What follows belongs to an exercise in optimizing a design on an open flow for small area, a short achievable clock period and few clock cycles; a production flow would make more cautious choices.
The RTL was checked by simulation tests, not by an equivalence proof against the original design.
Power and IR drop assume default switching activity.

## flow/config.mk

```make
export PLATFORM = sky130hd
export DESIGN_NAME = mscc
export DESIGN_NICKNAME = mscc
export VERILOG_FILES = /design/flow/design.v
export SDC_FILE = /design/flow/constraint.sdc
export NUM_CORES = 4
export LEC_CHECK = 0
export CAP_MARGIN = 20
export CORE_MARGIN = 2
export CORE_UTILIZATION = 40
export PLACE_DENSITY = 0.6
export SLEW_MARGIN = 20
```

## flow/constraint.sdc

```tcl
create_clock -name core_clock -period 12.0 [get_ports {clk}]
set_input_delay 2.4000 -clock core_clock [delete_from_list [all_inputs] [get_ports {clk}]]
set_output_delay 2.4000 -clock core_clock [all_outputs]
set_load 0.01 [all_outputs]
```

## flow/design.v

```verilog
module mscc_debounce #(
    parameter [31:0] T = 32'd0
) (
    input  wire        clk,
    input  wire        clear,      
    input  wire        update,     
    input  wire        raw,
    input  wire [31:0] now,
    output reg         level,      
    output wire        level_n,    
    output wire        rise        
);
    reg        pend;
    reg [31:0] since;
    wire [31:0] since_eff = pend ? since : now;
    wire        expired   = (now - since_eff) >= T;
    assign level_n = (raw != level && expired) ? raw : level;
    assign rise    = !level && level_n;
    always @(posedge clk) begin
        if (clear) begin
            level <= 1'b0;
            pend  <= 1'b0;
            since <= 32'd0;
        end else if (update) begin
            if (raw == level) begin
                pend <= 1'b0;
            end else if (expired) begin
                level <= raw;
                pend  <= 1'b0;
            end else if (!pend) begin
                pend  <= 1'b1;
                since <= now;
            end
        end
    end
endmodule
module mscc_unit (
    input  wire        clk,
    input  wire        rst,            
    input  wire [31:0] now,
    input  wire        do_init,
    input  wire        do_estop,
    input  wire        do_start,       
    input  wire        do_stop,        
    input  wire        do_reset_req,   
    input  wire        do_clear_req,   
    input  wire        do_set_amp,
    input  wire [6:0]  amp_val,
    input  wire        do_set_sim,
    input  wire        sim_val,
    input  wire        do_inject,
    input  wire [4:0]  inj_val,
    input  wire        do_force,
    input  wire [2:0]  force_val,      
    input  wire        do_update,      
    input  wire        comm_lost,      
    input  wire        freq_we,        
    input  wire [31:0] freq_val,
    input  wire [3:0]  phys_bits,
    input  wire [15:0] phys_power,
    input  wire [3:0]  sim_bits,
    input  wire [15:0] sim_power,
    output reg  [2:0]  state,
    output reg  [4:0]  faults,
    output reg  [2:0]  pending,
    output reg         pulse,
    output reg         running,
    output reg         locked,
    output reg         comm_ok,
    output reg         sim,
    output reg         start_out,
    output reg         reset_out,
    output reg  [6:0]  amp,
    output reg  [15:0] power,
    output reg  [31:0] freq,
    output reg  [15:0] start_count,
    output reg  [15:0] fault_count,
    output wire        start_ok,       
    output wire        stop_ok,        
    output wire        reset_ok,       
    output wire        clear_ok,       
    output wire        safe,
    output wire [15:0] status_word
);
    localparam [2:0] U_IDLE = 3'd0, U_STARTING = 3'd1, U_RUNNING = 3'd2,
                     U_STOPPING = 3'd3, U_FAULT = 3'd4, U_UNKNOWN = 3'd5;
    localparam [2:0] P_NONE = 3'd0, P_START = 3'd1, P_STOP = 3'd2,
                     P_RESET = 3'd3, P_CLEAR = 3'd4;
    localparam [31:0] T_START_DELAY = 32'd100;
    localparam [31:0] T_STOP_SETTLE = 32'd100;
    localparam [31:0] T_RESET_PULSE = 32'd50;
    localparam [6:0]  AMP_RESET     = 7'd20;
    reg [31:0] t_state;
    reg [4:0]  inj;
    assign start_ok = (state == U_IDLE) && (faults == 5'd0) &&
                      (pending == P_NONE || pending == P_START);
    assign stop_ok  = ((state == U_STARTING || state == U_RUNNING) &&
                       (pending == P_NONE || pending == P_STOP)) ||
                      (state == U_IDLE && pending == P_START);
    wire [4:0] lvl;       
    wire [4:0] lvl_n;     
    wire [4:0] rise;
    assign reset_ok = (state == U_FAULT) && (faults == 5'b00001) && !lvl[0] &&
                      !pulse && (pending == P_NONE || pending == P_RESET);
    assign clear_ok = (state == U_FAULT) && !pulse &&
                      (pending == P_NONE || pending == P_CLEAR) &&
                      (faults == 5'd0 || (faults & 5'b11110) != 5'd0) &&
                      ((faults & lvl) == 5'd0);
    assign safe = (state == U_IDLE || state == U_FAULT) && !start_out && !reset_out;
    assign status_word = {(pending != P_NONE) || pulse, safe, reset_out, start_out,
                          sim, comm_ok, locked, running, faults, state};
    wire [3:0]  s_bits  = sim ? sim_bits  : phys_bits;
    wire [15:0] s_power = sim ? sim_power : phys_power;
    wire s_ovl  = s_bits[0];
    wire s_lock = s_bits[1];
    wire s_hw   = s_bits[2];
    wire s_wd   = s_bits[3];
    wire [4:0] raw = {s_wd, s_hw, comm_lost, (state == U_RUNNING) && !s_lock, s_ovl};
    wire       deb_clear = rst || do_init;
    mscc_debounce #(.T(32'd50)) deb_ovl (.clk(clk), .clear(deb_clear), .update(do_update),
        .raw(raw[0]), .now(now), .level(lvl[0]), .level_n(lvl_n[0]), .rise(rise[0]));
    mscc_debounce #(.T(32'd50)) deb_ful (.clk(clk), .clear(deb_clear), .update(do_update),
        .raw(raw[1]), .now(now), .level(lvl[1]), .level_n(lvl_n[1]), .rise(rise[1]));
    mscc_debounce #(.T(32'd0))  deb_comm (.clk(clk), .clear(deb_clear), .update(do_update),
        .raw(raw[2]), .now(now), .level(lvl[2]), .level_n(lvl_n[2]), .rise(rise[2]));
    mscc_debounce #(.T(32'd0))  deb_hw (.clk(clk), .clear(deb_clear), .update(do_update),
        .raw(raw[3]), .now(now), .level(lvl[3]), .level_n(lvl_n[3]), .rise(rise[3]));
    mscc_debounce #(.T(32'd0))  deb_wd (.clk(clk), .clear(deb_clear), .update(do_update),
        .raw(raw[4]), .now(now), .level(lvl[4]), .level_n(lvl_n[4]), .rise(rise[4]));
    wire [4:0]  new_f   = (rise | inj) & ~faults;
    wire [4:0]  faults1 = faults | new_f;
    wire [2:0]  new_cnt = {2'b00, new_f[0]} + {2'b00, new_f[1]} + {2'b00, new_f[2]} +
                          {2'b00, new_f[3]} + {2'b00, new_f[4]};
    wire [31:0] elapsed = now - t_state;
    wire        all_clear = (faults1 & lvl_n) == 5'd0;
    reg [2:0]  n_state;
    reg [4:0]  n_faults;
    reg [2:0]  n_pending;
    reg        n_pulse, n_running, n_start_out, n_reset_out;
    reg [31:0] n_t_state;
    reg [15:0] n_start_count;
    always @* begin
        n_state       = state;
        n_faults      = faults1;
        n_pending     = pending;
        n_pulse       = pulse;
        n_running     = running;
        n_start_out   = start_out;
        n_reset_out   = reset_out;
        n_t_state     = t_state;
        n_start_count = start_count;
        if (state == U_UNKNOWN || (faults1 != 5'd0 && state != U_FAULT)) begin
            n_state     = U_FAULT;
            n_start_out = 1'b0;
            n_reset_out = 1'b0;
            n_pulse     = 1'b0;
            n_running   = 1'b0;
            n_pending   = P_NONE;
            n_t_state   = now;
        end else begin
            case (state)
                U_FAULT: begin
                    if (pulse) begin
                        if (elapsed >= T_RESET_PULSE) begin
                            n_pulse     = 1'b0;
                            n_reset_out = 1'b0;
                            if (faults1 == 5'b00001 && !lvl_n[0]) begin
                                n_faults  = 5'd0;
                                n_state   = U_IDLE;
                                n_t_state = now;
                            end
                        end
                    end else if (pending == P_RESET) begin
                        n_pending = P_NONE;
                        if (faults1 == 5'b00001 && !lvl_n[0]) begin
                            n_pulse     = 1'b1;
                            n_reset_out = 1'b1;
                            n_t_state   = now;
                        end
                    end else if (pending == P_CLEAR) begin
                        n_pending = P_NONE;
                        if (all_clear) begin
                            n_faults = faults1 & 5'b00001;
                            if ((faults1 & 5'b00001) == 5'd0) begin
                                n_state   = U_IDLE;
                                n_t_state = now;
                            end
                        end
                    end
                end
                U_IDLE: begin
                    if (pending == P_START) begin
                        n_pending     = P_NONE;
                        n_state       = U_STARTING;
                        n_start_out   = 1'b1;
                        n_t_state     = now;
                        n_start_count = start_count + 16'd1;
                    end
                end
                U_STARTING: begin
                    if (pending == P_STOP) begin
                        n_pending   = P_NONE;
                        n_state     = U_STOPPING;
                        n_start_out = 1'b0;
                        n_t_state   = now;
                    end else if (elapsed >= T_START_DELAY) begin
                        n_state   = U_RUNNING;
                        n_running = 1'b1;
                    end
                end
                U_RUNNING: begin
                    if (pending == P_STOP) begin
                        n_pending   = P_NONE;
                        n_state     = U_STOPPING;
                        n_start_out = 1'b0;
                        n_t_state   = now;
                    end
                end
                U_STOPPING: begin
                    if (elapsed >= T_STOP_SETTLE) begin
                        n_state   = U_IDLE;
                        n_running = 1'b0;
                    end
                end
                default: ;
            endcase
        end
    end
    always @(posedge clk) begin
        if (rst || do_init) begin
            state       <= rst ? U_UNKNOWN : U_IDLE;
            faults      <= 5'd0;
            pending     <= P_NONE;
            pulse       <= 1'b0;
            running     <= 1'b0;
            locked      <= 1'b0;
            comm_ok     <= !rst;
            sim         <= 1'b0;
            start_out   <= 1'b0;
            reset_out   <= 1'b0;
            amp         <= AMP_RESET;
            power       <= 16'd0;
            freq        <= 32'd0;
            start_count <= 16'd0;
            fault_count <= 16'd0;
            t_state     <= rst ? 32'd0 : now;
            inj         <= 5'd0;
        end else begin
            if (do_estop) begin
                start_out <= 1'b0;
                reset_out <= 1'b0;
                pulse     <= 1'b0;
                running   <= 1'b0;
                pending   <= P_NONE;
                state     <= (state == U_FAULT || state == U_UNKNOWN) ? U_FAULT : U_IDLE;
                t_state   <= now;
            end
            if (do_start)
                pending <= P_START;
            if (do_stop && stop_ok)
                pending <= (state == U_IDLE) ? P_NONE : P_STOP;
            if (do_reset_req)
                pending <= P_RESET;
            if (do_clear_req)
                pending <= P_CLEAR;
            if (do_set_amp)
                amp <= amp_val;
            if (do_set_sim)
                sim <= sim_val;
            if (do_inject)
                inj <= inj | inj_val;
            if (do_force) begin
                state     <= force_val;
                pending   <= P_NONE;
                pulse     <= 1'b0;
                reset_out <= 1'b0;
                start_out <= (force_val == U_STARTING || force_val == U_RUNNING);
                running   <= (force_val == U_RUNNING || force_val == U_STOPPING);
                t_state   <= now;
            end
            if (freq_we)
                freq <= freq_val;
            if (do_update) begin
                power       <= s_power;
                locked      <= s_lock;
                comm_ok     <= !comm_lost;
                inj         <= 5'd0;
                fault_count <= fault_count + {13'd0, new_cnt};
                state       <= n_state;
                faults      <= n_faults;
                pending     <= n_pending;
                pulse       <= n_pulse;
                running     <= n_running;
                start_out   <= n_start_out;
                reset_out   <= n_reset_out;
                t_state     <= n_t_state;
                start_count <= n_start_count;
            end
        end
    end
endmodule
module mscc (
    input  wire        clk,
    input  wire        rst_n,             
    input  wire        cmd_valid,
    input  wire [31:0] cmd_word,
    input  wire [31:0] cmd_now,
    input  wire        comm_seen,
    input  wire [3:0]  phys_overload,
    input  wire [3:0]  phys_lock,
    input  wire [3:0]  phys_hw_fault,
    input  wire [3:0]  phys_wd_fault,
    input  wire [63:0] phys_power_raw,
    input  wire [63:0] phys_pulse_count,
    input  wire [63:0] phys_window_ms,
    input  wire [3:0]  sim_overload,
    input  wire [3:0]  sim_lock,
    input  wire [3:0]  sim_hw_fault,
    input  wire [3:0]  sim_wd_fault,
    input  wire [63:0] sim_power_raw,
    input  wire [63:0] sim_pulse_count,
    input  wire [63:0] sim_window_ms,
    output wire        res_valid,
    output wire [31:0] res_word,
    output wire [3:0]  start_out,
    output wire [3:0]  reset_out,
    output wire [7:0]  duty
);
    localparam [7:0] OP_NOP = 8'h00, OP_INIT = 8'h01, OP_TICK = 8'h02, OP_READ_REG = 8'h03,
                     OP_START = 8'h10, OP_STOP = 8'h11, OP_SET_AMP = 8'h12, OP_RESET_OVL = 8'h13,
                     OP_CLEAR_FAULTS = 8'h14, OP_GET_STATUS = 8'h15, OP_IS_SAFE = 8'h16,
                     OP_AMP_BCAST = 8'h17, OP_COORD_START = 8'h20, OP_CONFIRM = 8'h21,
                     OP_COORD_STOP = 8'h22, OP_UNIT_START = 8'h23, OP_UNIT_STOP = 8'h24,
                     OP_REPORT_FAULT = 8'h25, OP_ESTOP = 8'h26, OP_SET_INHIBIT = 8'h27,
                     OP_REARM = 8'h28, OP_SET_SIM = 8'h30, OP_INJECT_FAULT = 8'h31,
                     OP_FORCE_STATE = 8'h32;
    localparam [3:0] R_OK = 4'd0, R_ILLEGAL_OPCODE = 4'd1, R_RESERVED_FIELD = 4'd2,
                     R_BAD_INDEX = 4'd3, R_BAD_VALUE = 4'd4, R_BAD_STATE = 4'd5,
                     R_INHIBITED = 4'd6, R_NOT_INIT = 4'd7, R_LOCKED_OUT = 4'd8;
    localparam [2:0] M_IDLE = 3'd0, M_COORD_START = 3'd1, M_RUNNING = 3'd2,
                     M_ESTOP = 3'd3, M_FAULT_ISO = 3'd4;
    localparam [2:0] U_IDLE = 3'd0, U_STARTING = 3'd1, U_RUNNING = 3'd2,
                     U_STOPPING = 3'd3, U_FAULT = 3'd4, U_UNKNOWN = 3'd5;
    localparam [2:0] P_NONE = 3'd0, P_START = 3'd1, P_STOP = 3'd2,
                     P_RESET = 3'd3, P_CLEAR = 3'd4;
    localparam [31:0] T_COMM_TIMEOUT = 32'd1000;
    localparam [31:0] T_SEQ_TIMEOUT  = 32'd500;
    localparam [2:0] S_IDLE = 3'd0, S_DIV = 3'd1, S_UNIT = 3'd2, S_MC = 3'd3, S_RESP = 3'd4;
    wire rst = !rst_n;
    reg [2:0]  fsm;
    reg [31:0] res_r;
    reg        initialized;
    reg [31:0] last_comm;
    reg        comm_lost;
    reg [7:0]  duty_r;
    reg [7:0]  order;         
    reg [6:0]  bcast;
    reg [2:0]  m_state;
    reg        inhibit;
    reg [3:0]  active, confirmed, faulted, stop_wait;
    reg [31:0] t_start_seq, t_stop_seq;
    reg        lf_valid, lf_timeout;
    reg [1:0]  lf_ch;
    reg [4:0]  lf_mask;
    assign res_valid = (fsm == S_RESP);
    assign res_word  = res_r;
    assign duty      = duty_r;
    wire [11:0]  u_state;
    wire [19:0]  u_faults;
    wire [11:0]  u_pending;
    wire [3:0]   u_pulse, u_running, u_locked, u_comm_ok, u_sim;
    wire [27:0]  u_amp;
    wire [63:0]  u_power;
    wire [127:0] u_freq;
    wire [63:0]  u_start_count, u_fault_count;
    wire [3:0]   u_start_ok, u_stop_ok, u_reset_ok, u_clear_ok, u_safe;
    wire [63:0]  u_status;
    reg        c_init, c_estop, c_update;
    reg [3:0]  c_start, c_stop, c_reset_req, c_clear_req, c_set_amp, c_set_sim, c_inject, c_force;
    reg [6:0]  c_amp;
    reg [2:0]  c_force_state;
    reg [3:0]  c_freq_we;
    reg [31:0] c_freq;
    reg        comm_lost_n;
    genvar gi;
    generate
        for (gi = 0; gi < 4; gi = gi + 1) begin : unit
            mscc_unit u (
                .clk(clk), .rst(rst), .now(cmd_now),
                .do_init(c_init), .do_estop(c_estop),
                .do_start(c_start[gi]), .do_stop(c_stop[gi]),
                .do_reset_req(c_reset_req[gi]), .do_clear_req(c_clear_req[gi]),
                .do_set_amp(c_set_amp[gi]), .amp_val(c_amp),
                .do_set_sim(c_set_sim[gi]), .sim_val(cmd_word[0]),
                .do_inject(c_inject[gi]), .inj_val(cmd_word[4:0]),
                .do_force(c_force[gi]), .force_val(c_force_state),
                .do_update(c_update), .comm_lost(comm_lost_n),
                .freq_we(c_freq_we[gi]), .freq_val(c_freq),
                .phys_bits({phys_wd_fault[gi], phys_hw_fault[gi], phys_lock[gi], phys_overload[gi]}),
                .phys_power(phys_power_raw[16*gi +: 16]),
                .sim_bits({sim_wd_fault[gi], sim_hw_fault[gi], sim_lock[gi], sim_overload[gi]}),
                .sim_power(sim_power_raw[16*gi +: 16]),
                .state(u_state[3*gi +: 3]), .faults(u_faults[5*gi +: 5]),
                .pending(u_pending[3*gi +: 3]), .pulse(u_pulse[gi]),
                .running(u_running[gi]), .locked(u_locked[gi]), .comm_ok(u_comm_ok[gi]),
                .sim(u_sim[gi]), .start_out(start_out[gi]), .reset_out(reset_out[gi]),
                .amp(u_amp[7*gi +: 7]), .power(u_power[16*gi +: 16]),
                .freq(u_freq[32*gi +: 32]),
                .start_count(u_start_count[16*gi +: 16]),
                .fault_count(u_fault_count[16*gi +: 16]),
                .start_ok(u_start_ok[gi]), .stop_ok(u_stop_ok[gi]),
                .reset_ok(u_reset_ok[gi]), .clear_ok(u_clear_ok[gi]),
                .safe(u_safe[gi]), .status_word(u_status[16*gi +: 16])
            );
        end
    endgenerate
    reg [1:0]  div_ch;
    reg        div_busy;
    reg [4:0]  div_cnt;
    reg [29:0] div_n;
    reg [29:0] div_q;
    reg [15:0] div_r;
    wire        sel_sim    = u_sim[div_ch];
    wire [15:0] sel_pulses = sel_sim ? sim_pulse_count[16*div_ch +: 16] : phys_pulse_count[16*div_ch +: 16];
    wire [15:0] sel_window = sel_sim ? sim_window_ms[16*div_ch +: 16]   : phys_window_ms[16*div_ch +: 16];
    wire [16:0] div_shift  = {div_r, div_n[29]};
    wire        div_ge     = div_shift >= {1'b0, sel_window};
    wire [16:0] div_sub    = div_shift - {1'b0, sel_window};
    wire [29:0] div_q_n    = {div_q[28:0], div_ge};
    wire [7:0]  op  = cmd_word[31:24];
    wire [3:0]  idx = cmd_word[23:20];
    wire [3:0]  msk = cmd_word[19:16];
    wire [15:0] dat = cmd_word[15:0];
    wire [1:0]  ch  = idx[1:0];
    wire [6:0] amp_clamped = ($signed(dat) < 16'sd20)  ? 7'd20 :
                             ($signed(dat) > 16'sd100) ? 7'd100 : dat[6:0];
    wire fmask_ok = (dat[15:5] == 11'd0) && (dat[4:0] != 5'd0);
    wire [3:0] gate_code = (m_state == M_ESTOP || m_state == M_FAULT_ISO) ? R_LOCKED_OUT :
                           inhibit ? R_INHIBITED : R_OK;
    reg [3:0] is_idle, is_run, is_fault, is_active_state, rearm_ok;
    integer k;
    always @* begin
        for (k = 0; k < 4; k = k + 1) begin
            is_idle[k]         = u_state[3*k +: 3] == U_IDLE;
            is_run[k]          = u_state[3*k +: 3] == U_RUNNING;
            is_fault[k]        = u_state[3*k +: 3] == U_FAULT;
            is_active_state[k] = u_state[3*k +: 3] == U_STARTING ||
                                 u_state[3*k +: 3] == U_RUNNING ||
                                 u_state[3*k +: 3] == U_STOPPING;
            rearm_ok[k]        = is_idle[k] && u_faults[5*k +: 5] == 5'd0 &&
                                 u_pending[3*k +: 3] == P_NONE;
        end
    end
    wire [3:0]  run_mask  = u_running;
    wire [2:0]  run_count = {2'b00, run_mask[0]} + {2'b00, run_mask[1]} +
                            {2'b00, run_mask[2]} + {2'b00, run_mask[3]};
    wire [2:0]  blk_off   = dat[6:4] - 3'd2;
    wire        ch_block  = (dat[15:7] == 9'd0) && (dat[6:4] >= 3'd2) && (dat[6:4] <= 3'd5);
    wire [1:0]  rch       = blk_off[1:0];
    wire [2:0]  rpend     = u_pending[3*rch +: 3];
    wire [31:0] rfreq     = u_freq[32*rch +: 32];
    reg         reg_hit;
    reg  [15:0] reg_val;
    always @* begin
        reg_hit = 1'b1;
        reg_val = 16'd0;
        if (dat[15:4] == 12'h000) begin
            case (dat[3:0])
                4'h0: reg_val = {13'd0, run_count};
                4'h1: reg_val = {12'd0, run_mask};
                4'h2: reg_val = {13'd0, m_state};
                4'h3: reg_val = {stop_wait, faulted, confirmed, active};
                4'h4: reg_val = {8'd0, duty_r};
                4'h5: reg_val = {lf_valid, lf_timeout, 5'd0, lf_mask, 2'd0, lf_ch};
                4'h6: reg_val = {12'd0, stop_wait != 4'd0, m_state == M_COORD_START,
                                 comm_lost, initialized};
                default: reg_hit = 1'b0;
            endcase
        end else if (dat == 16'h0010) begin
            reg_val = {15'd0, inhibit};
        end else if (dat == 16'h0011) begin
            reg_val = {9'd0, bcast};
        end else if (ch_block) begin
            case (dat[3:0])
                4'h0: reg_val = {12'd0, rpend == P_CLEAR, rpend == P_RESET || u_pulse[rch],
                                 rpend == P_STOP, rpend == P_START};
                4'h1: reg_val = {9'd0, u_amp[7*rch +: 7]};
                4'h2: reg_val = u_power[16*rch +: 16];
                4'h3: reg_val = (rfreq > 32'd65535) ? 16'hFFFF : rfreq[15:0];
                4'h4: reg_val = {11'd0, u_faults[5*rch +: 5]};
                4'h5: reg_val = {6'd0, rch, u_pulse[rch], u_safe[rch], reset_out[rch],
                                 start_out[rch], u_sim[rch], u_comm_ok[rch], u_locked[rch],
                                 u_running[rch]};
                4'h6: reg_val = {13'd0, u_state[3*rch +: 3]};
                4'h7: reg_val = u_start_count[16*rch +: 16];
                4'h8: reg_val = u_fault_count[16*rch +: 16];
                4'h9: reg_val = u_status[16*rch +: 16];
                default: reg_hit = 1'b0;
            endcase
        end else begin
            reg_hit = 1'b0;
        end
    end
    reg [1:0]  win_ch;
    reg        any_run;
    integer    j;
    always @* begin
        win_ch  = 2'd0;
        any_run = 1'b0;
        for (j = 3; j >= 0; j = j - 1) begin
            if (u_running[order[2*j +: 2]]) begin
                win_ch  = order[2*j +: 2];
                any_run = 1'b1;
            end
        end
    end
    wire [6:0]  win_amp   = u_amp[7*win_ch +: 7];
    wire [14:0] duty_prod = win_amp * 8'd255;
    wire [14:0] duty_quo  = duty_prod / 15'd100;
    wire [7:0]  duty_arb  = any_run ? duty_quo[7:0] : 8'd0;
    function [7:0] order_front(input [7:0] ord, input [1:0] c);
        reg [1:0] p;
        integer q;
        begin
            p = 2'd0;
            for (q = 0; q < 4; q = q + 1)
                if (ord[2*q +: 2] == c) p = q[1:0];
            order_front[1:0] = c;
            order_front[3:2] = (p >= 2'd1) ? ord[1:0] : ord[3:2];
            order_front[5:4] = (p >= 2'd2) ? ord[3:2] : ord[5:4];
            order_front[7:6] = (p == 2'd3) ? ord[5:4] : ord[7:6];
        end
    endfunction
    reg [2:0]  n_fsm;
    reg [3:0]  r_code;
    reg [15:0] r_val;
    reg        n_initialized, n_comm_lost;
    reg [31:0] n_last_comm;
    reg [7:0]  n_duty, n_order;
    reg [6:0]  n_bcast;
    reg [2:0]  n_m_state;
    reg        n_inhibit;
    reg [3:0]  n_active, n_confirmed, n_faulted, n_stop_wait;
    reg [31:0] n_t_start_seq, n_t_stop_seq;
    reg        n_lf_valid, n_lf_timeout;
    reg [1:0]  n_lf_ch;
    reg [4:0]  n_lf_mask;
    reg        respond;
    reg        iso, iso_to;
    reg [3:0]  iso_ch_mask;
    reg [1:0]  iso_ch;
    reg [4:0]  iso_mask;
    reg        op_known, use_idx, use_msk, use_dat, pre_init_ok;
    reg [3:0]  added;
    reg [3:0]  poll, conf1, sw1, stop_msk;
    reg [2:0]  st1;
    reg [2:0]  fs;
    integer    i;
    always @* begin
        n_fsm         = fsm;
        r_code        = R_OK;
        r_val         = 16'd0;
        respond       = 1'b0;
        n_initialized = initialized;
        n_comm_lost   = comm_lost;
        n_last_comm   = last_comm;
        n_duty        = duty_r;
        n_order       = order;
        n_bcast       = bcast;
        n_m_state     = m_state;
        n_inhibit     = inhibit;
        n_active      = active;
        n_confirmed   = confirmed;
        n_faulted     = faulted;
        n_stop_wait   = stop_wait;
        n_t_start_seq = t_start_seq;
        n_t_stop_seq  = t_stop_seq;
        n_lf_valid    = lf_valid;
        n_lf_timeout  = lf_timeout;
        n_lf_ch       = lf_ch;
        n_lf_mask     = lf_mask;
        c_init = 1'b0; c_estop = 1'b0; c_update = 1'b0;
        c_start = 4'd0; c_stop = 4'd0; c_reset_req = 4'd0; c_clear_req = 4'd0;
        c_set_amp = 4'd0; c_set_sim = 4'd0; c_inject = 4'd0; c_force = 4'd0;
        c_amp = amp_clamped;
        c_force_state = (dat[2:0] >= 3'd6) ? U_UNKNOWN : dat[2:0];
        c_freq_we = 4'd0;
        c_freq = {2'b00, div_q_n};
        comm_lost_n = comm_lost;
        iso = 1'b0; iso_to = 1'b0; iso_ch_mask = 4'd0; iso_ch = 2'd0; iso_mask = 5'd0;
        added = 4'd0; poll = 4'd0; conf1 = confirmed; sw1 = stop_wait; st1 = m_state;
        stop_msk = 4'd0; fs = 3'd0;
        op_known = 1'b1; use_idx = 1'b0; use_msk = 1'b0; use_dat = 1'b0;
        case (op)
            OP_NOP, OP_INIT, OP_TICK, OP_ESTOP, OP_REARM: ;
            OP_READ_REG, OP_AMP_BCAST, OP_SET_INHIBIT: use_dat = 1'b1;
            OP_START, OP_STOP, OP_RESET_OVL, OP_CLEAR_FAULTS, OP_GET_STATUS, OP_IS_SAFE,
            OP_CONFIRM, OP_UNIT_START, OP_UNIT_STOP: use_idx = 1'b1;
            OP_SET_AMP, OP_REPORT_FAULT, OP_SET_SIM, OP_INJECT_FAULT, OP_FORCE_STATE: begin
                use_idx = 1'b1;
                use_dat = 1'b1;
            end
            OP_COORD_START, OP_COORD_STOP: use_msk = 1'b1;
            default: op_known = 1'b0;
        endcase
        pre_init_ok = (op == OP_NOP || op == OP_INIT || op == OP_READ_REG ||
                       op == OP_GET_STATUS || op == OP_IS_SAFE);
        case (fsm)
            S_IDLE: if (cmd_valid) begin
                respond = 1'b1;
                if (!op_known)
                    r_code = R_ILLEGAL_OPCODE;
                else if ((!use_idx && idx != 4'd0) || (!use_msk && msk != 4'd0) ||
                         (!use_dat && dat != 16'd0))
                    r_code = R_RESERVED_FIELD;
                else if (!initialized && !pre_init_ok)
                    r_code = R_NOT_INIT;
                else if (use_idx && idx > 4'd3)
                    r_code = R_BAD_INDEX;
                else begin
                    case (op)
                        OP_NOP: ;
                        OP_INIT: begin
                            c_init        = 1'b1;
                            n_initialized = 1'b1;
                            n_last_comm   = cmd_now;
                            n_comm_lost   = 1'b0;
                            n_duty        = 8'd0;
                            n_order       = 8'b11_10_01_00;
                            n_bcast       = 7'd0;
                            n_m_state     = M_IDLE;
                            n_inhibit     = 1'b0;
                            n_active      = 4'd0;
                            n_confirmed   = 4'd0;
                            n_faulted     = 4'd0;
                            n_stop_wait   = 4'd0;
                            n_t_start_seq = cmd_now;
                            n_t_stop_seq  = cmd_now;
                            n_lf_valid    = 1'b0;
                            n_lf_timeout  = 1'b0;
                            n_lf_ch       = 2'd0;
                            n_lf_mask     = 5'd0;
                        end
                        OP_TICK: begin
                            respond = 1'b0;
                            n_fsm   = S_DIV;
                        end
                        OP_READ_REG: begin
                            if (!reg_hit) r_code = R_BAD_VALUE;
                            else          r_val  = reg_val;
                        end
                        OP_START: begin
                            if (gate_code != R_OK)   r_code = gate_code;
                            else if (!u_start_ok[ch]) r_code = R_BAD_STATE;
                            else                     c_start[ch] = 1'b1;
                        end
                        OP_STOP: begin
                            if (!u_stop_ok[ch]) r_code = R_BAD_STATE;
                            else                c_stop[ch] = 1'b1;
                        end
                        OP_SET_AMP: begin
                            c_set_amp[ch] = 1'b1;
                            n_order       = order_front(order, ch);
                        end
                        OP_RESET_OVL: begin
                            if (!u_reset_ok[ch]) r_code = R_BAD_STATE;
                            else                 c_reset_req[ch] = 1'b1;
                        end
                        OP_CLEAR_FAULTS: begin
                            if (!u_clear_ok[ch]) r_code = R_BAD_STATE;
                            else                 c_clear_req[ch] = 1'b1;
                        end
                        OP_GET_STATUS: r_val = u_status[16*ch +: 16];
                        OP_IS_SAFE:    r_val = {15'd0, u_safe[ch]};
                        OP_AMP_BCAST: begin
                            c_set_amp = 4'b1111;
                            n_order   = 8'b00_01_10_11;
                            n_bcast   = amp_clamped;
                        end
                        OP_COORD_START: begin
                            if (msk == 4'd0)                         r_code = R_BAD_VALUE;
                            else if (gate_code != R_OK)              r_code = gate_code;
                            else if (m_state != M_IDLE)              r_code = R_BAD_STATE;
                            else if ((msk & ~u_start_ok) != 4'd0)    r_code = R_BAD_STATE;
                            else begin
                                c_start       = msk;
                                n_m_state     = M_COORD_START;
                                n_active      = msk;
                                n_confirmed   = 4'd0;
                                n_t_start_seq = cmd_now;
                            end
                        end
                        OP_CONFIRM: begin
                            if (m_state != M_COORD_START || !active[ch] || !is_run[ch])
                                r_code = R_BAD_STATE;
                            else
                                n_confirmed[ch] = 1'b1;
                        end
                        OP_COORD_STOP, OP_UNIT_STOP: begin
                            stop_msk = (op == OP_COORD_STOP) ? msk : (4'b0001 << ch);
                            if (op == OP_COORD_STOP && msk == 4'd0)
                                r_code = R_BAD_VALUE;
                            else if (op == OP_COORD_STOP &&
                                     !(m_state == M_RUNNING || m_state == M_COORD_START))
                                r_code = R_BAD_STATE;
                            else if (op == OP_UNIT_STOP && m_state != M_RUNNING)
                                r_code = R_BAD_STATE;
                            else begin
                                c_stop = stop_msk;
                                added  = stop_msk & is_active_state & ~stop_wait;
                                n_stop_wait = stop_wait | added;
                                n_active    = active & ~stop_msk;
                                n_confirmed = confirmed & ~stop_msk;
                                if (added != 4'd0) n_t_stop_seq = cmd_now;
                            end
                        end
                        OP_UNIT_START: begin
                            if (gate_code != R_OK)          r_code = gate_code;
                            else if (m_state != M_RUNNING)  r_code = R_BAD_STATE;
                            else if (!u_start_ok[ch])       r_code = R_BAD_STATE;
                            else begin
                                c_start[ch]  = 1'b1;
                                n_active[ch] = 1'b1;
                            end
                        end
                        OP_REPORT_FAULT: begin
                            if (!fmask_ok)
                                r_code = R_BAD_VALUE;
                            else if (m_state == M_ESTOP) begin
                                n_faulted[ch] = 1'b1;
                                n_lf_valid    = 1'b1;
                                n_lf_timeout  = 1'b0;
                                n_lf_ch       = ch;
                                n_lf_mask     = dat[4:0];
                            end else begin
                                iso         = 1'b1;
                                iso_ch_mask = 4'b0001 << ch;
                                iso_ch      = ch;
                                iso_mask    = dat[4:0];
                            end
                        end
                        OP_ESTOP: begin
                            c_estop     = 1'b1;
                            n_duty      = 8'd0;
                            n_m_state   = M_ESTOP;
                            n_active    = 4'd0;
                            n_confirmed = 4'd0;
                            n_stop_wait = 4'd0;
                        end
                        OP_SET_INHIBIT: begin
                            if (dat > 16'd1) r_code = R_BAD_VALUE;
                            else             n_inhibit = dat[0];
                        end
                        OP_REARM: begin
                            if (m_state != M_FAULT_ISO || rearm_ok != 4'b1111)
                                r_code = R_BAD_STATE;
                            else begin
                                n_m_state = M_IDLE;
                                n_faulted = 4'd0;
                            end
                        end
                        OP_SET_SIM: begin
                            if (dat > 16'd1) r_code = R_BAD_VALUE;
                            else             c_set_sim[ch] = 1'b1;
                        end
                        OP_INJECT_FAULT: begin
                            if (!fmask_ok) r_code = R_BAD_VALUE;
                            else           c_inject[ch] = 1'b1;
                        end
                        OP_FORCE_STATE: begin
                            fs = c_force_state;
                            if (dat > 16'd7)
                                r_code = R_BAD_VALUE;
                            else if ((fs == U_STARTING || fs == U_RUNNING || fs == U_STOPPING) &&
                                     gate_code != R_OK)
                                r_code = gate_code;
                            else
                                c_force[ch] = 1'b1;
                        end
                        default: ;
                    endcase
                end
            end
            S_DIV: begin
                if (div_busy && div_cnt == 5'd0) begin
                    c_freq_we[div_ch] = (sel_window != 16'd0);
                    if (div_ch == 2'd3) n_fsm = S_UNIT;
                end
            end
            S_UNIT: begin
                if (comm_seen) n_last_comm = cmd_now;
                comm_lost_n = (cmd_now - (comm_seen ? cmd_now : last_comm)) >= T_COMM_TIMEOUT;
                n_comm_lost = comm_lost_n;
                c_update    = 1'b1;
                n_fsm       = S_MC;
            end
            S_MC: begin
                respond = 1'b1;
                n_duty  = duty_arb;
                if (m_state != M_ESTOP) begin
                    poll = is_fault & ~faulted;
                    if (poll != 4'd0) begin
                        iso         = 1'b1;
                        iso_ch_mask = poll;
                        for (i = 0; i < 4; i = i + 1)
                            if (poll[i]) iso_ch = i[1:0];
                        iso_mask = u_faults[5*iso_ch +: 5];
                    end else if (m_state != M_FAULT_ISO) begin
                        conf1 = confirmed | (active & is_run);
                        sw1   = stop_wait & ~is_idle;
                        n_confirmed = conf1;
                        n_stop_wait = sw1;
                        if ((m_state == M_COORD_START || m_state == M_RUNNING) &&
                            active == 4'd0 && sw1 == 4'd0) begin
                            n_m_state = M_IDLE;
                        end else begin
                            st1 = (m_state == M_COORD_START && conf1 == active) ? M_RUNNING : m_state;
                            n_m_state = st1;
                            if (st1 == M_COORD_START && (cmd_now - t_start_seq) >= T_SEQ_TIMEOUT) begin
                                iso    = 1'b1;
                                iso_to = 1'b1;
                            end else if (sw1 != 4'd0 && (cmd_now - t_stop_seq) >= T_SEQ_TIMEOUT) begin
                                iso    = 1'b1;
                                iso_to = 1'b1;
                            end
                        end
                    end
                end
            end
            default: n_fsm = S_IDLE;    
        endcase
        if (iso) begin
            n_m_state    = M_FAULT_ISO;
            n_faulted    = faulted | iso_ch_mask;
            n_lf_valid   = 1'b1;
            n_lf_timeout = iso_to;
            n_lf_ch      = iso_ch;
            n_lf_mask    = iso_mask;
            c_stop       = 4'b1111;     
            n_active     = 4'd0;
            n_confirmed  = 4'd0;
            n_stop_wait  = 4'd0;
        end
        if (respond) begin
            n_fsm = S_RESP;
            if (fsm == S_MC)
                r_val = {1'b0, n_m_state, u_state[11:9], u_state[8:6], u_state[5:3], u_state[2:0]};
            if (r_code != R_OK) begin
                r_val = 16'd0;
            end
        end
    end
    always @(posedge clk) begin
        if (rst) begin
            fsm         <= S_IDLE;
            res_r       <= 32'd0;
            initialized <= 1'b0;
            last_comm   <= 32'd0;
            comm_lost   <= 1'b0;
            duty_r      <= 8'd0;
            order       <= 8'b11_10_01_00;
            bcast       <= 7'd0;
            m_state     <= M_IDLE;
            inhibit     <= 1'b0;
            active      <= 4'd0;
            confirmed   <= 4'd0;
            faulted     <= 4'd0;
            stop_wait   <= 4'd0;
            t_start_seq <= 32'd0;
            t_stop_seq  <= 32'd0;
            lf_valid    <= 1'b0;
            lf_timeout  <= 1'b0;
            lf_ch       <= 2'd0;
            lf_mask     <= 5'd0;
            div_ch      <= 2'd0;
            div_busy    <= 1'b0;
        end else begin
            fsm         <= n_fsm;
            if (n_fsm == S_RESP)
                res_r <= {r_val, 12'd0, r_code};
            initialized <= n_initialized;
            last_comm   <= n_last_comm;
            comm_lost   <= n_comm_lost;
            duty_r      <= n_duty;
            order       <= n_order;
            bcast       <= n_bcast;
            m_state     <= n_m_state;
            inhibit     <= n_inhibit;
            active      <= n_active;
            confirmed   <= n_confirmed;
            faulted     <= n_faulted;
            stop_wait   <= n_stop_wait;
            t_start_seq <= n_t_start_seq;
            t_stop_seq  <= n_t_stop_seq;
            lf_valid    <= n_lf_valid;
            lf_timeout  <= n_lf_timeout;
            lf_ch       <= n_lf_ch;
            lf_mask     <= n_lf_mask;
            if (fsm == S_DIV) begin
                if (!div_busy) begin
                    div_busy <= 1'b1;
                    div_cnt  <= 5'd29;
                    div_n    <= sel_pulses * 14'd10000;
                    div_q    <= 30'd0;
                    div_r    <= 16'd0;
                end else begin
                    div_n <= {div_n[28:0], 1'b0};
                    div_q <= div_q_n;
                    div_r <= div_ge ? div_sub[15:0] : div_shift[15:0];
                    if (div_cnt == 5'd0) begin
                        div_busy <= 1'b0;
                        div_ch   <= div_ch + 2'd1;
                    end else begin
                        div_cnt <= div_cnt - 5'd1;
                    end
                end
            end
        end
    end
endmodule
```

## flow/run.sh

```bash
#!/bin/bash
# synth_recipe.tcl (not shown) runs the flow's synth.tcl, then flattens the netlist and writes it again
# the make line also repeats each setting of config.mk as NAME=value (left out here)
make -C /OpenROAD-flow-scripts/flow DESIGN_CONFIG=/design/flow/config.mk WORK_HOME=/design/flow/orfs CLKGATE_MAP_FILE= SYNTH_SCRIPT=/design/flow/synth_recipe.tcl finish
```

==> summary.txt <==
outcome: no timing/DRC/antenna violations
fmax: 88.3 MHz
layout cells sized above 1: 8.15%
Slew Limit Headroom: 21.9%
Vias/cell: 6.02
YS warnings: 4
CP Max Fanout: 6
IO Pins: 533
initial antenna violation count: 37
CP Capture Type: register
vias in the first global route: 81900
slowest CP cell: fa_1
multi-input logic area: 60600 sq um
Top FF cell, synth: dfxtp_1
Layout area overhead: 15.3%
clock edge transition at the registers on the reported setup and hold paths: 0.06 ns
Cell Area, Placed: 98400 sq um
gp weighted congestion: 1.01
commonest non-fill, non-tap cell in the layout: nor2_1
first-pass GRT wire length: 526 mm
syn avg cell area: 8.20 sq um
Skew-Pair Late Insertion Delay: 0.87 ns
root buffer cell: clkbuf_16
most frequent cells in the layout: nor2_1 (1153), dfxtp_1 (862), nand2_1 (819), inv_1 (815), mux2i_1 (749)
Fin. Hold Viols: 0
Pwr Density: 106 nW/um^2
CTS tree: yes
cells after synthesis: 10900
peak supply drop: 0.000154 V
CP Data Required Time: 12.70 ns
Total Routing Usage GR: 30.0%
Final Skew: 0.0849 ns
nets: 12500
number of synthesized flops with an enable pin: 217
clock sinks: 1093
Post-CTS Setup Bufs: 0
Arr. time, crit path: 12.03 ns
post-route cell area: 103000 sq um
htree depth: 4
DR pass1 iterations: 27
vias after detailed routing: 86600
RSZ-0062 raised after global routing: no
Post-DRT Antenna Nets: 0
core area: 223000 sq um
CP Launch Type: input pin
Initial Utilization: 40.3%
wire per inst: 24.8 um
sequential element share of the synthesized area: 26.8%
ys async rst share: 0%
worst setup path class: input pin to register
Synth Register Bits: 1093
Port Buf Inserts: 520
pin count of the biggest net entering global routing: 221
drt drc: 0
DRT Wirelength: 357 mm
Leak Pwr: 40.0 nW
Mapped Area: 89800 sq um
TritonCTS buffer count: 142
GRT overflow: 0
number of DRC violations after detailed-routing iteration 0: 8101
CP max stage delay: 0.58 ns
Least-Margin Pin Slew: 1.17 ns
min cycle time layout: 11.33 ns
Max Cap Viol: 0
die height: 478 um
full die area: 228000 sq um
HPWL Detailed: 269 mm
Final Setup Violations: 0
# rows: 173
non-filler instance count after layout: 14400
fill count: 21500
area occupied by registers: 24100 sq um
HP Class: register to register
Slew Limit Fails: 0
Distinct cells, synth: 119
placed cells: 14100
Clock Tree Buf Depth: 3
period utilization: 94.4%
Die W: 478 um
-- registers in the layout (all words and copies together) (netlist names), 20 cells and up --
signal,flops
unit.u.deb_ful.since,128
unit.u.deb_ovl.since,128
unit.u.t_state,128
unit.u.freq,120
unit.u.fault_count,64
unit.u.power,64
unit.u.start_count,64
last_comm,32
t_start_seq,32
t_stop_seq,32
div_q,29
unit.u.amp,28
div_n,26
res_r,20
unit.u.faults,20
unit.u.inj,20
-- stage by stage --
stage	util [%]	power [mW]	setup TNS [ns]	worst slack, ns	hold WS, ns
finish	46.4	11.0	0	0.671	0.449
global route	46.4	11.5	0	0.0449	0.469
CTS	46.4	11.0	0	0.613	0.451
detailed placement	44.2	6.52	-0.520	-0.114	0.443
global placement	44.2	6.48	0	0.0694	0.437
floorplan	-	5.68	0	0.370	0.431
-- worst max-delay path, delay by kind of cell --
family	cells	cell delay (ns)
AO/OA/AOI/OAI	20	4.76
adder cells (fa/ha/maj)	7	2.71
buffers and inverters	6	1.11
AND/OR/NAND/NOR	6	0.89
XOR/XNOR	1	0.14
-- cells in the mapped netlist, types with 37 or more instances --
cell type     n  area [sq um]
and3_1       87           544
a21oi_1     713          3570
a2111oi_0    40           350
a22o_1      144          1260
a221oi_1     86           753
mux4_2      135          3040
clkbuf_1    469          1760
o21ai_1      37           185
mux2i_1     749          7500
xor2_1      122          1070
a21o_1      118           886
a21boi_0     82           616
inv_1       815          3060
nand2b_1    122           763
ha_1        652          8160
xnor2_1     212          1860
nor2b_1     149           932
o21ai_0     539          2700
a211oi_1    233          1750
nor3b_1      38           285
or2_2       101           632
buf_1        72           270
nand2_1     821          3080
o31ai_1      48           360
fa_1         83          1660
or3_1        60           375
edfxtp_1    217          6520
nand3_1     192           961
o21a_1      116           871
mux2_2       44           495
nor4_1      114           713
a31oi_1     104           651
nor3_1      257          1290
o22ai_1      48           300
o211ai_1     68           510
nor2_1     1158          4350
and2_1      214          1340
dfxtp_1     876         17500
o2111ai_1    41           359
o21bai_1     67           503
a22oi_1      66           495
nand4_1     102           638
-- cells by family (layout without fill, tap and decap cells) --
kind of cell    after synthesis  after routing  share of synthesized area [%]
simple gates               3550           3550                           19.0
compound gates             2889           2889                           21.6
buf+inv                    1410           1847                           6.05
flops                      1093           1093                           26.8
mux                         928            928                           12.3
fa+ha+maj                   736            736                           11.0
xor+xnor                    335            335                           3.29
other cells                   1             29                        0.00418
-- timing repair --
item,in CTS,in global routing
endpoints found under the setup margin,0,4
resized for setup,0,6
hold buffers,0,0
-- final timing paths --
| check | from | endpoint | slack (ns) | cells past startpoint |
|---|---|---|---|---|
| setup reg to reg | order[5]$_SDFFE_PN1P_ | duty_r[0]$_SDFFE_PN0P_ | 0.77 | 38 |
| hold / removal | unit[1].u.deb_ovl.since[5]$_SDFFE_PN0P_ | unit[1].u.deb_ovl.since[5]$_SDFFE_PN0P_ | 0.45 | 2 |
| setup / recovery | cmd_now[0] | unit[0].u.fault_count[14]$_SDFFE_PN0P_ | 0.67 | 40 |
| hold reg to reg | unit[1].u.deb_ovl.since[5]$_SDFFE_PN0P_ | unit[1].u.deb_ovl.since[5]$_SDFFE_PN0P_ | 0.45 | 2 |
-- power by group --
| group | internal, mW | leakage [nW] | switching, mW |
|---|---|---|---|
| clock network | 2.60 | 2.38 | 1.91 |
| logic | 1.07 | 28.4 | 1.56 |
| registers | 3.82 | 9.19 | 0.0343 |
-- metal layers --
layer | part of all wire, % | track usage (%) | vias up
met5 | 0.037 | 0 | -
met4 | 5.0 | 13.2 | 20
met3 | 7.4 | 5.43 | 681
met2 | 45 | 48.0 | 3300
met1 | 43 | 39.4 | 42300
li1 | - | - | 40400
-- final cells by class --
type / count / share of cell area, %
antenna: 17 / 0.0411
sequential: 1093 / 23.3
timing repair buffer: 772 / 6.79
clock inverter: 59 / 0.862
tap: 2975 / 3.60
inverter: 819 / 2.97
multi-input combinational: 8450 / 58.6
clock buffer: 197 / 3.90
Testbench counts, summed over its fixed seeds: cycles 972,840.

-- port drivers added, routing unchanged --
How much do the figures lean on ideal ports? The routed layout below was timed once more, with nothing changed but the port constraints. Step 1: set_driving_cell puts a clkbuf_16 on clk and a buf_2 on each other input, an assumption about the parent block. Step 2 adds t to the input delays and takes it off the output delays; t is the mean of the earliest and latest rising clock arrival at the registers after step 1. Input paths then give back, and output paths get back, about the clock's delay inside the block. Three values: ideal ports, drivers, drivers and shift; two values: the first two.
t, ns: 0.947
setup slack, ns: 0.671 / 0.693 / -0.253
hold WS [ns]: 0.449 / 0.449 / 0.449
worst slew at a driven data input, ns: 0.22
pins driven straight from the clock port: 1
Met with ideal ports but missed after step 2: setup timing in this run. For this run, drivers alone change the setup slack by +0.022 ns; drivers and shift together by -0.924 ns.
